Context: an optimization exercise on an open-source flow, tuned for small area. The choices shown serve that exercise and are no tape-out recipe. Where RTL was checked, it was by simulation tests only, not by an equivalence proof against the original. Power is estimated from default activity; no workload was simulated.

==> module lifi_rx, before the edit <==
module lifi_rx (
    input  wire       clk,
    input  wire       rst,
    input  wire       is_on,      
    input  wire       adc_ok,     
    output reg  [7:0] rx_byte,
    output reg        rx_valid,
    output wire [3:0] rx_state,
    output reg  [2:0] rx_err,
    output wire       rx_fault
);
    localparam [3:0] S_WAIT_START = 4'd0,
                     S_MEAS_START = 4'd1,
                     S_IDLE_DELAY = 4'd2,
                     S_GAP1       = 4'd3,
                     S_BIT_PRE    = 4'd4,
                     S_BIT_POST   = 4'd5,
                     S_GAP2       = 4'd6,
                     S_WAIT_STOP  = 4'd7,
                     S_MEAS_STOP  = 4'd8,
                     S_HALT       = 4'd9;
    localparam [2:0] ERR_NONE          = 3'd0,
                     ERR_START_TIMEOUT = 3'd1,
                     ERR_START_WINDOW  = 3'd2,
                     ERR_STOP_TIMEOUT  = 3'd3,
                     ERR_STOP_WINDOW   = 3'd4,
                     ERR_HW_FAULT      = 3'd5;
    reg [3:0] state;
    reg [3:0] pre;      
    reg [7:0] cnt;
    reg [7:0] shift;    
    wire [9:0] polls = {shift[1:0], cnt};    
    wire timeout = &polls[9:5] & polls[3];            
    reg [3:0] n_state;
    reg       n_load;   
    reg [7:0] n_shift;
    reg [7:0] n_byte;
    reg       n_valid;
    reg [2:0] n_err;
    wire in_ws   = ~state[3] & (state[2:0] == 3'd0);
    wire in_ms   = ~state[3] & (state[2:0] == 3'd1);
    wire in_id   = (state[2:0] == 3'd2);
    wire in_g1   = (state[2:0] == 3'd3);
    wire in_bp   = (state[2:0] == 3'd4);
    wire in_bq   = (state[2:0] == 3'd5);
    wire in_g2   = (state[2:0] == 3'd6);
    wire in_wt   = (state[2:0] == 3'd7);
    wire in_mt   = state[3] & ~state[0];
    wire halted  = state[3] & state[0];
    wire act = (pre == 4'd0) && !halted;
    assign rx_state = state;
    assign rx_fault = halted;
    wire in_window_start = (cnt >= 8'd60) && (cnt <= 8'd80);
    wire in_window_stop  = (cnt >= 8'd90) && (cnt <= 8'd110);
    wire meas_full       = cnt[7] & cnt[6] & cnt[3];   
    wire half_end = (cnt[2:0] == 3'd7);
    wire bump     = (in_g1 || in_bp || in_bq || in_g2) && half_end;
    wire gap_done = (cnt[3:0] == 4'd15);    
    always @* begin
        n_state = state;
        n_load  = 1'b0;
        n_shift = shift;
        n_byte  = rx_byte;
        n_valid = 1'b0;
        n_err   = rx_err;
        casez (state)
            4'b0000: begin    
                if (timeout) begin
                    n_err   = ERR_START_TIMEOUT;
                    n_state = S_IDLE_DELAY;
                    n_load  = 1'b1;
                end else if (is_on) begin
                    n_state = S_MEAS_START;
                    n_load  = 1'b1;
                end
            end
            4'b0001: begin    
                if (meas_full || !is_on) begin
                    n_load = 1'b1;
                    if (in_window_start) begin
                        n_state = S_GAP1;
                    end else begin
                        n_err   = ERR_START_WINDOW;
                        n_state = S_IDLE_DELAY;
                    end
                end
            end
            4'b?011: begin    
                if (gap_done)
                    n_state = S_BIT_PRE;
            end
            4'b?100: begin    
                if (half_end) begin
                    n_shift = {shift[6:0], is_on};
                    n_state = S_BIT_POST;
                end
            end
            4'b?101: begin    
                if (half_end)    
                    n_state = cnt[7] ? S_GAP2 : S_BIT_PRE;
            end
            4'b?111: begin    
                if (meas_full) begin
                    n_err   = ERR_STOP_TIMEOUT;
                    n_state = S_WAIT_START;
                end else if (is_on) begin
                    n_state = S_MEAS_STOP;
                    n_load  = 1'b1;
                end
            end
            4'b1??0: begin    
                if (meas_full || !is_on) begin
                    if (in_window_stop && (meas_full || adc_ok)) begin
                        n_byte  = shift;
                        n_valid = 1'b1;
                        n_err   = ERR_NONE;
                    end else begin
                        n_err   = ERR_STOP_WINDOW;
                    end
                    n_state = S_WAIT_START;
                end
            end
            default: ;
        endcase
        if ((in_id && cnt[5] && cnt[4] && cnt[1]) || (in_g2 && gap_done)) begin
            n_state = in_g2 ? (is_on ? S_MEAS_STOP : S_WAIT_STOP)
                                        : (is_on ? S_MEAS_START : S_WAIT_START);
            n_load  = 1'b1;
        end else if (n_state == S_WAIT_START && !in_ws) begin
            n_state = is_on ? S_MEAS_START : S_WAIT_START;
            n_load  = 1'b1;
        end
        if (n_state == S_WAIT_START)
            n_shift[1:0] = (in_ws && !n_load) ? shift[1:0] + {1'b0, &cnt} : 2'b00;
        if (!adc_ok && ((in_ws && !timeout) || (in_ms && !meas_full) || in_mt || in_wt ||
                        (in_bp && half_end) || (in_id && cnt[5] && cnt[4] && cnt[1]) ||
                        (in_g2 && gap_done))) begin
            n_state = S_HALT;
            n_err   = ERR_HW_FAULT;
        end
    end
    always @(posedge clk) begin
        if (rst)
            shift[1:0] <= 2'b00;
        else if (act)
            shift[1:0] <= n_shift[1:0];
        if (act) shift[7:2] <= n_shift[7:2];
        if (rst) begin
            state    <= S_WAIT_START;
            pre      <= 4'd0;
            cnt      <= 8'd0;
            rx_byte  <= 8'd0;
            rx_valid <= 1'b0;
            rx_err   <= ERR_NONE;
        end else begin
            pre      <= (pre == 4'd9) ? 4'd0 : {pre[2:0], ~(pre[3] ^ pre[2])};
            rx_valid <= act & n_valid;
            if (act) begin
                state   <= n_state;
                cnt     <= n_load ? {6'd0, n_state == S_GAP1, 1'b1}
                                  : (cnt + 8'd1) | {6'd0, bump, bump};
                rx_byte <= n_byte;
                rx_err  <= n_err;
            end
        end
    end
endmodule
==> flow/config.mk <==
export PLATFORM = sky130hd
export DESIGN_NAME = lifi_link
export DESIGN_NICKNAME = lifi_link
export VERILOG_FILES = /design/flow/design.v
export SDC_FILE = /design/flow/constraint.sdc
export NUM_CORES = 4
export LEC_CHECK = 0
export CAP_MARGIN = 20
export CORE_MARGIN = 2
export CORE_UTILIZATION = 40
export SLEW_MARGIN = 20
export SYNTH_HIERARCHICAL = 1
==> flow/constraint.sdc <==
create_clock -name core_clock -period 25.0 [get_ports {clk}]
set_input_delay 5.0000 -clock core_clock [delete_from_list [all_inputs] [get_ports {clk}]]
set_output_delay 5.0000 -clock core_clock [all_outputs]
set_load 0.01 [all_outputs]
standard.sh (not shown) runs the stock make flow with config.mk's settings and CLKGATE_MAP_FILE= SYNTH_SCRIPT=/design/flow/synth_recipe.tcl, a recipe that flattens the netlist after the stock synthesis.
==> flow/flow/run.sh <==
#!/bin/bash
# Own layout flow:
#  1. the standard synthesis (standard.sh synth), unchanged;
#  3. the standard layout from floorplan to finish, with the smallest
#     buffer for the port buffers and a clock tree of clkbuf_4 cells without
#     dummy loads.
# Each tool's full output goes to a log file of its own in this folder.
set -euo pipefail
here=$(pwd)
res="$here/orfs/results/${FLOW_PLATFORM}/lifi_link/base"
lib="$FLOW_HOME/platforms/${FLOW_PLATFORM}/lib/sky130_fd_sc_hd__tt_025C_1v80.lib"
yosys="$FLOW_HOME/../tools/install/yosys/bin/yosys"
# the platform's DONT_USE_CELLS
dont_use="-dont_use sky130_fd_sc_hd__lpflow_bleeder_1 -dont_use sky130_fd_sc_hd__lpflow_clkbufkapwr_1 -dont_use sky130_fd_sc_hd__lpflow_clkbufkapwr_16 -dont_use sky130_fd_sc_hd__lpflow_clkbufkapwr_2 -dont_use sky130_fd_sc_hd__lpflow_clkbufkapwr_4 -dont_use sky130_fd_sc_hd__lpflow_clkbufkapwr_8 -dont_use sky130_fd_sc_hd__lpflow_clkinvkapwr_1 -dont_use sky130_fd_sc_hd__lpflow_clkinvkapwr_16 -dont_use sky130_fd_sc_hd__lpflow_clkinvkapwr_2 -dont_use sky130_fd_sc_hd__lpflow_clkinvkapwr_4 -dont_use sky130_fd_sc_hd__lpflow_clkinvkapwr_8 -dont_use sky130_fd_sc_hd__lpflow_decapkapwr_12 -dont_use sky130_fd_sc_hd__lpflow_decapkapwr_3 -dont_use sky130_fd_sc_hd__lpflow_decapkapwr_4 -dont_use sky130_fd_sc_hd__lpflow_decapkapwr_6 -dont_use sky130_fd_sc_hd__lpflow_decapkapwr_8 -dont_use sky130_fd_sc_hd__lpflow_inputiso0n_1 -dont_use sky130_fd_sc_hd__lpflow_inputiso0p_1 -dont_use sky130_fd_sc_hd__lpflow_inputiso1n_1 -dont_use sky130_fd_sc_hd__lpflow_inputiso1p_1 -dont_use sky130_fd_sc_hd__lpflow_inputisolatch_1 -dont_use sky130_fd_sc_hd__lpflow_isobufsrc_1 -dont_use sky130_fd_sc_hd__lpflow_isobufsrc_16 -dont_use sky130_fd_sc_hd__lpflow_isobufsrc_2 -dont_use sky130_fd_sc_hd__lpflow_isobufsrc_4 -dont_use sky130_fd_sc_hd__lpflow_isobufsrc_8 -dont_use sky130_fd_sc_hd__lpflow_isobufsrckapwr_16 -dont_use sky130_fd_sc_hd__lpflow_lsbuf_lh_hl_isowell_tap_1 -dont_use sky130_fd_sc_hd__lpflow_lsbuf_lh_hl_isowell_tap_2 -dont_use sky130_fd_sc_hd__lpflow_lsbuf_lh_hl_isowell_tap_4 -dont_use sky130_fd_sc_hd__lpflow_lsbuf_lh_isowell_4 -dont_use sky130_fd_sc_hd__lpflow_lsbuf_lh_isowell_tap_1 -dont_use sky130_fd_sc_hd__lpflow_lsbuf_lh_isowell_tap_2 -dont_use sky130_fd_sc_hd__lpflow_lsbuf_lh_isowell_tap_4 -dont_use sky130_fd_sc_hd__probe_p_8 -dont_use sky130_fd_sc_hd__probec_p_8"
bb="sky130_fd_sc_hd__*df* sky130_fd_sc_hd__*dl* sky130_fd_sc_hd__fa_* sky130_fd_sc_hd__conb_*"

bash standard.sh synth > log_1_synth.log 2>&1
cp "$res/1_2_yosys.v" "$here/synth_standard.v"

# remap IN TAG SEED: re-map the netlist IN into synth_TAG.v, its area in area_TAG.txt
remap() {
  local in=$1 tag=$2 seed=$3
  printf 'strash\n&get -n\n&deepsyn -T 40 -S %s\n&put\ndch -f\namap\n' "$seed" > "$here/remap_$tag.abc"
  "$yosys" -p "read_liberty -ignore_miss_func $lib; blackbox $bb;
    read_verilog $in;
    hierarchy -top $FLOW_TOP; flatten; rename -hide w:_*; opt -purge; techmap; opt;
    abc -liberty $lib -script $here/remap_$tag.abc $dont_use;
    opt_clean -purge;
    write_verilog -noattr -nohex -nodec $here/abc_$tag.v" > "log_2_remap_$tag.log" 2>&1
  "$yosys" -p "read_liberty -lib $lib; read_verilog $here/abc_$tag.v;
    hierarchy -top $FLOW_TOP; opt_clean -purge; splitnets; opt_clean -purge;
    hilomap -singleton -hicell sky130_fd_sc_hd__conb_1 HI -locell sky130_fd_sc_hd__conb_1 LO;
    insbuf -buf sky130_fd_sc_hd__buf_1 A X;
    check -assert; tee -o $here/area_$tag.txt stat -liberty $lib;
    write_verilog -noattr -nohex -nodec $here/synth_$tag.v" > "log_3_clean_$tag.log" 2>&1
}
best=""; best_area=""
# pick TAG...: keep the smallest of the given results in best
pick() {
  local tag a
  for tag in "$@"; do
    [[ -f "$here/synth_$tag.v" ]] || continue
    a=$(sed -n "s/.*Chip area for module .*: *\([0-9.]*\).*/\1/p" "$here/area_$tag.txt" | tail -1)
    echo "$tag area $a" >> log_2_remap_choice.log
    if [[ -z "$best" ]] || awk -v a="$a" -v b="$best_area" 'BEGIN{exit !(a < b)}'; then
      best=$tag; best_area=$a
    fi
  done
}
for s in 1 2 3 4; do remap "$here/synth_standard.v" "a$s" "$s" & done; wait
for s in 5 6 7 8; do remap "$here/synth_standard.v" "a$s" "$s" & done; wait
pick a1 a2 a3 a4 a5 a6 a7 a8
first=$best
for s in 1 2 3 4; do remap "$here/synth_$first.v" "b$s" "$s" & done; wait
pick b1 b2 b3 b4
echo "kept $best area $best_area" >> log_2_remap_choice.log
cp "$here/synth_$best.v" "$here/synth_remapped.v"
cp "$here/synth_remapped.v" "$res/1_2_yosys.v"
rm -f "$res/1_synth.odb" "$res/1_synth.sdc"

bash standard.sh \
  "BUFFER_PORTS_ARGS=-buffer_cell sky130_fd_sc_hd__buf_1" \
  "CTS_ARGS=-sink_clustering_enable -repair_clock_nets -dont_use_dummy_load -buf_list sky130_fd_sc_hd__clkbuf_4" \
  finish > log_5_finish.log 2>&1
Then changed:
--- a/flow/design.v
+++ b/flow/design.v
@@ -275,16 +275,7 @@
     reg [7:0] n_byte;
     reg       n_valid;
     reg [2:0] n_err;
-    wire in_ws   = ~state[3] & (state[2:0] == 3'd0);
-    wire in_ms   = ~state[3] & (state[2:0] == 3'd1);
-    wire in_id   = (state[2:0] == 3'd2);
-    wire in_g1   = (state[2:0] == 3'd3);
-    wire in_bp   = (state[2:0] == 3'd4);
-    wire in_bq   = (state[2:0] == 3'd5);
-    wire in_g2   = (state[2:0] == 3'd6);
-    wire in_wt   = (state[2:0] == 3'd7);
-    wire in_mt   = state[3] & ~state[0];
-    wire halted  = state[3] & state[0];
+    wire halted = state[3] & state[0];                
     wire act = (pre == 4'd0) && !halted;
     assign rx_state = state;
     assign rx_fault = halted;
@@ -292,7 +283,8 @@
     wire in_window_stop  = (cnt >= 8'd90) && (cnt <= 8'd110);
     wire meas_full       = cnt[7] & cnt[6] & cnt[3];   
     wire half_end = (cnt[2:0] == 3'd7);
-    wire bump     = (in_g1 || in_bp || in_bq || in_g2) && half_end;
+    wire bump     = (state == S_GAP1 || state == S_BIT_PRE ||
+                     state == S_BIT_POST || state == S_GAP2) && half_end;
     wire gap_done = (cnt[3:0] == 4'd15);    
     always @* begin
         n_state = state;
@@ -301,8 +293,8 @@
         n_byte  = rx_byte;
         n_valid = 1'b0;
         n_err   = rx_err;
-        casez (state)
-            4'b0000: begin    
+        case (state)
+            S_WAIT_START: begin
                 if (timeout) begin
                     n_err   = ERR_START_TIMEOUT;
                     n_state = S_IDLE_DELAY;
@@ -312,7 +304,7 @@
                     n_load  = 1'b1;
                 end
             end
-            4'b0001: begin    
+            S_MEAS_START: begin
                 if (meas_full || !is_on) begin
                     n_load = 1'b1;
                     if (in_window_start) begin
@@ -323,21 +315,21 @@
                     end
                 end
             end
-            4'b?011: begin    
+            S_GAP1: begin
                 if (gap_done)
                     n_state = S_BIT_PRE;
             end
-            4'b?100: begin    
+            S_BIT_PRE: begin
                 if (half_end) begin
                     n_shift = {shift[6:0], is_on};
                     n_state = S_BIT_POST;
                 end
             end
-            4'b?101: begin    
+            S_BIT_POST: begin
                 if (half_end)    
                     n_state = cnt[7] ? S_GAP2 : S_BIT_PRE;
             end
-            4'b?111: begin    
+            S_WAIT_STOP: begin
                 if (meas_full) begin
                     n_err   = ERR_STOP_TIMEOUT;
                     n_state = S_WAIT_START;
@@ -346,7 +338,7 @@
                     n_load  = 1'b1;
                 end
             end
-            4'b1??0: begin    
+            S_MEAS_STOP: begin
                 if (meas_full || !is_on) begin
                     if (in_window_stop && (meas_full || adc_ok)) begin
                         n_byte  = shift;
@@ -360,19 +352,24 @@
             end
             default: ;
         endcase
-        if ((in_id && cnt[5] && cnt[4] && cnt[1]) || (in_g2 && gap_done)) begin
-            n_state = in_g2 ? (is_on ? S_MEAS_STOP : S_WAIT_STOP)
+        if ((state == S_IDLE_DELAY && cnt[5] && cnt[4] && cnt[1]) ||
+            (state == S_GAP2 && gap_done)) begin
+            n_state = (state == S_GAP2) ? (is_on ? S_MEAS_STOP : S_WAIT_STOP)
                                         : (is_on ? S_MEAS_START : S_WAIT_START);
             n_load  = 1'b1;
-        end else if (n_state == S_WAIT_START && !in_ws) begin
+        end else if (n_state == S_WAIT_START && state != S_WAIT_START) begin
             n_state = is_on ? S_MEAS_START : S_WAIT_START;
             n_load  = 1'b1;
         end
         if (n_state == S_WAIT_START)
-            n_shift[1:0] = (in_ws && !n_load) ? shift[1:0] + {1'b0, &cnt} : 2'b00;
-        if (!adc_ok && ((in_ws && !timeout) || (in_ms && !meas_full) || in_mt || in_wt ||
-                        (in_bp && half_end) || (in_id && cnt[5] && cnt[4] && cnt[1]) ||
-                        (in_g2 && gap_done))) begin
+            n_shift[1:0] = (state == S_WAIT_START && !n_load) ? shift[1:0] + {1'b0, &cnt} : 2'b00;
+        if (!adc_ok && (state == S_WAIT_START ? !timeout :
+                        state == S_MEAS_START ? !meas_full :
+                        state == S_MEAS_STOP  ? 1'b1 :
+                        state == S_WAIT_STOP  ? 1'b1 :
+                        state == S_BIT_PRE    ? half_end :
+                        state == S_IDLE_DELAY ? cnt[5] & cnt[4] & cnt[1] :
+                        state == S_GAP2       ? gap_done : 1'b0)) begin
             n_state = S_HALT;
             n_err   = ERR_HW_FAULT;
         end
Outcome:
- sequential power went down by about 10%
- sequential cell count is unchanged
- via count fell by 1.2%
- total power falls by 9.1%
- global-route usage fell by 0.15 points
- cell count rose by 0.43%
- cell area hardly moves
- combinational power goes down by 9.1%
- setup slack gets worse by 0.044 ns
- synthesized cell count went up by 0.51%
- critical path depth stays the same
Only the layout flow was run in the first run of this note; the RTL was not checked for function there.

-- port drivers added, routing unchanged --
No port has a modelled driver above. Below, the same layouts with a new extraction and two added sets of constraints.
Step 1, drivers: a clkbuf_16 drives clk and a buf_2 each remaining input, both assumed.
Step 2, shift: input delay + t, output delay - t, t = (earliest + latest rising clock arrival at the registers) / 2. This alone moves slack from input paths to output paths.
Slacks: no drivers / after step 1 / after step 2; pairs: no drivers / after step 1.
run | t (ns) | slack for setup (ns) | hold slack, ns | latest minus earliest clock arrival (ns) | worst data-port slew with drivers (ns)
the first run | 0.403 | 11.251 / 11.255 / 10.852 | 0.430 / 0.430 / 0.430 | 0.018 / 0.018 | 0.05
the second run | 0.412 | 11.207 / 11.215 / 10.802 | 0.425 / 0.425 / 0.425 | 0.028 / 0.029 | 0.04
After both steps setup and hold are still met in every run listed. The setup slack of the second run, which loses most, moves by +0.008 ns with the drivers and by -0.405 ns with both steps.
